This is an optimization exercise on Yosys and OpenROAD, whose aim is small area, a short achievable clock period and few clock cycles, not a production implementation. Function was checked by simulation only, so behaviour that the tests miss may differ from the original. Power is estimated from default activity; no workload was simulated.

## job 508
// feistel_engine
module feistel_engine (
    input  wire        clk,
    input  wire        rst,         
    input  wire        cmd_valid,
    input  wire [71:0] cmd,
    output wire        cmd_ready,
    output wire [63:0] blk,
    output wire [7:0]  status
);
For scale: roughly 2,700 cells after synthesis, roughly 140 flip-flops, about 150 I/O pins, ~16,000 um^2 of cells after synthesis.
==> flow/config.mk <==
export PLATFORM = sky130hd
export DESIGN_NAME = feistel_engine
export DESIGN_NICKNAME = feistel_engine
export VERILOG_FILES = /design/flow/design.v
export SDC_FILE = /design/flow/constraint.sdc
export NUM_CORES = 4
export LEC_CHECK = 0
export ABC_AREA = 1
export CAP_MARGIN = 20
export CORE_MARGIN = 2
export CORE_UTILIZATION = 40
export SETUP_SLACK_MARGIN = 2.5
export SLEW_MARGIN = 20
==> flow/constraint.sdc <==
create_clock -name core_clock -period 5.5 [get_ports {clk}]
set_input_delay 1.1000 -clock core_clock [delete_from_list [all_inputs] [get_ports {clk}]]
set_output_delay 1.1000 -clock core_clock [all_outputs]
set_load 0.01 [all_outputs]
run.sh (not shown) runs the stock make flow with config.mk's settings and CLKGATE_MAP_FILE= SYNTH_SCRIPT=/design/flow/synth_recipe.tcl, a recipe that flattens the netlist after the stock synthesis.
Every stage of the flow completed for job 508, and the final layout passed the timing, design-rule and antenna checks.
Testbench counts of job 508, summed over its fixed seeds: cycles 26,762.
Relative to job 508, the following input files were edited for job 9534:
Settings: a change of SETUP_SLACK_MARGIN from 2.5 to 3.0.
--- outcome ---
- Job 9534 has more setup slack than job 508.
- Net total in the final layout grows by a little under 10% when moving from job 508 to job 9534.
- Core utilization: lower on job 508
- Summary of job 9534 over job 508: final cell count now sits higher; routed wire length saw an increase; maximum clock frequency went up; post-route minimum period dropped 240 ps.
- Compared with job 508, in job 9534 register-to-register slack higher, power higher.
- Cmp job 9534 and job 508 / multi-input gate area in the final layout / lower: job 508
--- input diff job 9534..job 6995 ---
Settings: SETUP_SLACK_MARGIN changed from 3.0 to 2.5; PLACE_DENSITY newly set to 0.8.
==> flow/flow/run.sh (new file) <==
#!/bin/bash
export BUFFER_PORTS_ARGS="-buffer_cell sky130_fd_sc_hd__buf_2"
bash standard.sh > standard_flow.log 2>&1
==> flow/standard.sh (new file) <==
#!/bin/bash
# synth_recipe.tcl (not shown) runs the flow's synth.tcl, then flattens the netlist and writes it again
# the make line also repeats each setting of config.mk as NAME=value (left out here)
make -C /OpenROAD-flow-scripts/flow DESIGN_CONFIG=/design/flow/config.mk WORK_HOME=/design/flow/orfs CLKGATE_MAP_FILE= SYNTH_SCRIPT=/design/flow/synth_recipe.tcl "${@:-finish}"
removed: flow/run.sh
## What came out
On final instance area: between job 9534 and job 6995, it ends up higher for job 9534. Worst hold slack | job 6995 below job 9534. Job 6995: part of the power in registers is 4.8 points higher than what job 9534 reported. Summary of job 6995 over job 9534: ratio of final minimum period to clock period picked up an extra 5.8 points; fraction of standard cell area in multi-input logic picked up an extra 4.9 points; total track usage lost 11 points; combinational logic power lost 37%.
Inputs modified between job 6995 and job 2990:
Settings: changing CORE_UTILIZATION from 40 to 50; removing PLACE_DENSITY (formerly 0.8).
--- outcome ---
[diff] maximum achievable frequency, job 2990 relative to job 6995: regression. For the smallest setup slack after layout, job 2990 came in 45 ps lower than job 6995 did. The run showing the smaller pin count of the biggest net entering global routing is job 6995. First-iteration DRC count was higher in job 2990 than in job 6995. Slack of the worst reg-to-reg path in job 2990 is 60 ps below job 6995. Capture point of the worst path = blk_r[52]$_DFF_P_: job 6995; capture point of the worst path = blk_r[7]$_DFF_P_: job 2990. Higher flip-flop and latch share of the layout cell area among job 2990 and job 6995: job 6995.

Starting RTL as in the previous note.
export LEC_CHECK = 0
export ABC_AREA = 1
export CAP_MARGIN = 20
export CORE_MARGIN = 2
export CORE_UTILIZATION = 40
export SETUP_SLACK_MARGIN = 2.5
export SLEW_MARGIN = 20
create_clock -name core_clock -period 5.5 [get_ports {clk}]
standard.sh (not shown) runs the stock make flow with config.mk's settings and CLKGATE_MAP_FILE= SYNTH_SCRIPT=/design/flow/synth_recipe.tcl, a recipe that flattens the netlist after the stock synthesis.
==> flow/flow/run.sh <==
#!/bin/bash
export BUFFER_PORTS_ARGS="-buffer_cell sky130_fd_sc_hd__buf_4"
bash standard.sh > standard_flow.log 2>&1
The first run finished with timing, DRC and antenna clean.
Testbench counts at the start, summed over its fixed seeds: cycles 26,762.
==> next run, changes <==
- SETUP_SLACK_MARGIN: 2.5 -> 2.75
=>
- count of clock-buffer cells in the layout grows by 1
- routed wire length increases by 2.5%
- synthesized cell count does not change
- die area is unchanged
- maximum frequency increases by 7.3%
- final area went up by 9.1%
==> next run, changes <==
==> flow/flow/run.sh (replaced) <==
#!/bin/bash
export BUFFER_PORTS_ARGS="-buffer_cell sky130_fd_sc_hd__buf_2"
bash standard.sh > standard_flow.log 2>&1
- SETUP_SLACK_MARGIN: 2.75 -> 2.25
After rerunning: Combinational power goes down by about a fifth; maximum frequency drops by roughly a tenth; critical path depth drops by 4.
==> next run, changes <==
- SETUP_SLACK_MARGIN: 2.25 -> 2.5
After rerunning: The changed run produced a clean layout; final area went up by 5.0%; flip-flop and latch count is unchanged; global-route usage is higher by 0.53 points; routed wire length is higher by about 2.3%; sequential power is about the same; critical path depth came out higher by 2; non-clock buffer count went up by 46; combinational power went up by 7.1%.

== before ==
feistel_engine again, from the RTL that the note above started with.
Settings: LEC_CHECK=0, ABC_AREA=1, CAP_MARGIN=20, CORE_MARGIN=2, CORE_UTILIZATION=40, PLACE_DENSITY=0.8, SETUP_SLACK_MARGIN=2.75, SLEW_MARGIN=20; clock period 5.5 ns.
==> flow/flow/run.sh <==
#!/bin/bash
export BUFFER_PORTS_ARGS="-buffer_cell sky130_fd_sc_hd__buf_2"
bash standard.sh > standard_flow.log 2>&1
Testbench counts of before, summed over its fixed seeds: cycles 26,762.
Inputs modified between before and after:
- PLACE_DENSITY: 0.8 -> unset
- SETUP_SLACK_MARGIN: 2.75 -> 2.5
- ABC_AREA: 1 -> unset
==> flow/flow/run.sh <==
#!/bin/bash
export BUFFER_PORTS_ARGS="-buffer_cell sky130_fd_sc_hd__buf_4"
bash standard.sh > standard_flow.log 2>&1
## What came out
Synthesized cell count down 19% in after wrt before
Compared to before, the router laid down less metal wire for after.
For after, the combinational family with the most area after synthesis was compound AO/OA/AOI/OAI gates, unlike before, where it was simple AND/OR/NAND/NOR gates.
Total number of H-tree levels delta (after -> before): insignificant
For before, the slowest library cell on the worst path was dfxtp_4, unlike after, where it was a22oi_2.
The via count reported for after is lower than the one for before.
before → after: count of non-CTS inverters in the layout fell 260; setup slack fell 280 ps; antenna diode instance count dropped 6; portion of the clock cycle consumed by the worst path in the final layout climbed 5.1 points; area inside the core boundary climbed 0.0020 mm2.
On clock network contribution to total cell area, before and after are basically level.

what the ideal ports hide:
The results above use ideal ports. As a check the final layouts listed here were re-extracted and re-timed, cells and wires unchanged. Step 1 (the two cells are an assumption about what drives the block):
set clk [get_ports {clk}]
set_driving_cell -lib_cell sky130_fd_sc_hd__clkbuf_16 $clk
set_driving_cell -lib_cell sky130_fd_sc_hd__buf_2 [delete_from_list [all_inputs] $clk]
Step 2 moves the port delays by t, midway between the first and last clock arrival at a register: inputs arrive t later, outputs are due t later. That takes back most of the time a late clock gives input paths. Three values: no drivers, after step 1, after step 2; two values: the first two.
| run | t, ns | setup slack, ns | pins driven straight from the clock port |
|---|---|---|---|
| job 508 | 0.536 | 2.485 / 2.454 / 1.999 | 1 |
| job 9534 | 0.532 | 2.725 / 2.725 / 2.220 | 1 |
| job 6995 | 0.520 | 2.408 / 2.416 / 1.919 | 1 |
| job 2990 | 0.521 | 2.363 / 2.363 / 1.973 | 1 |
| the first run of note 2 | 0.536 | 2.424 / 2.424 / 2.015 | 1 |
| the second run of note 2 | 0.537 | 2.634 / 2.634 / 2.203 | 1 |
| the third run of note 2 | 0.542 | 2.197 / 2.229 / 1.689 | 1 |
| the fourth run of note 2 | 0.544 | 2.495 / 2.495 / 2.065 | 1 |
| before | 0.522 | 2.615 / 2.615 / 2.139 | 1 |
| after | 0.495 | 2.337 / 2.351 / 1.856 | 1 |
After both steps setup and hold are still met in every run listed. The setup slack of the third run of note 2, which loses most, moves by +0.032 ns with the drivers and by -0.508 ns with both steps.
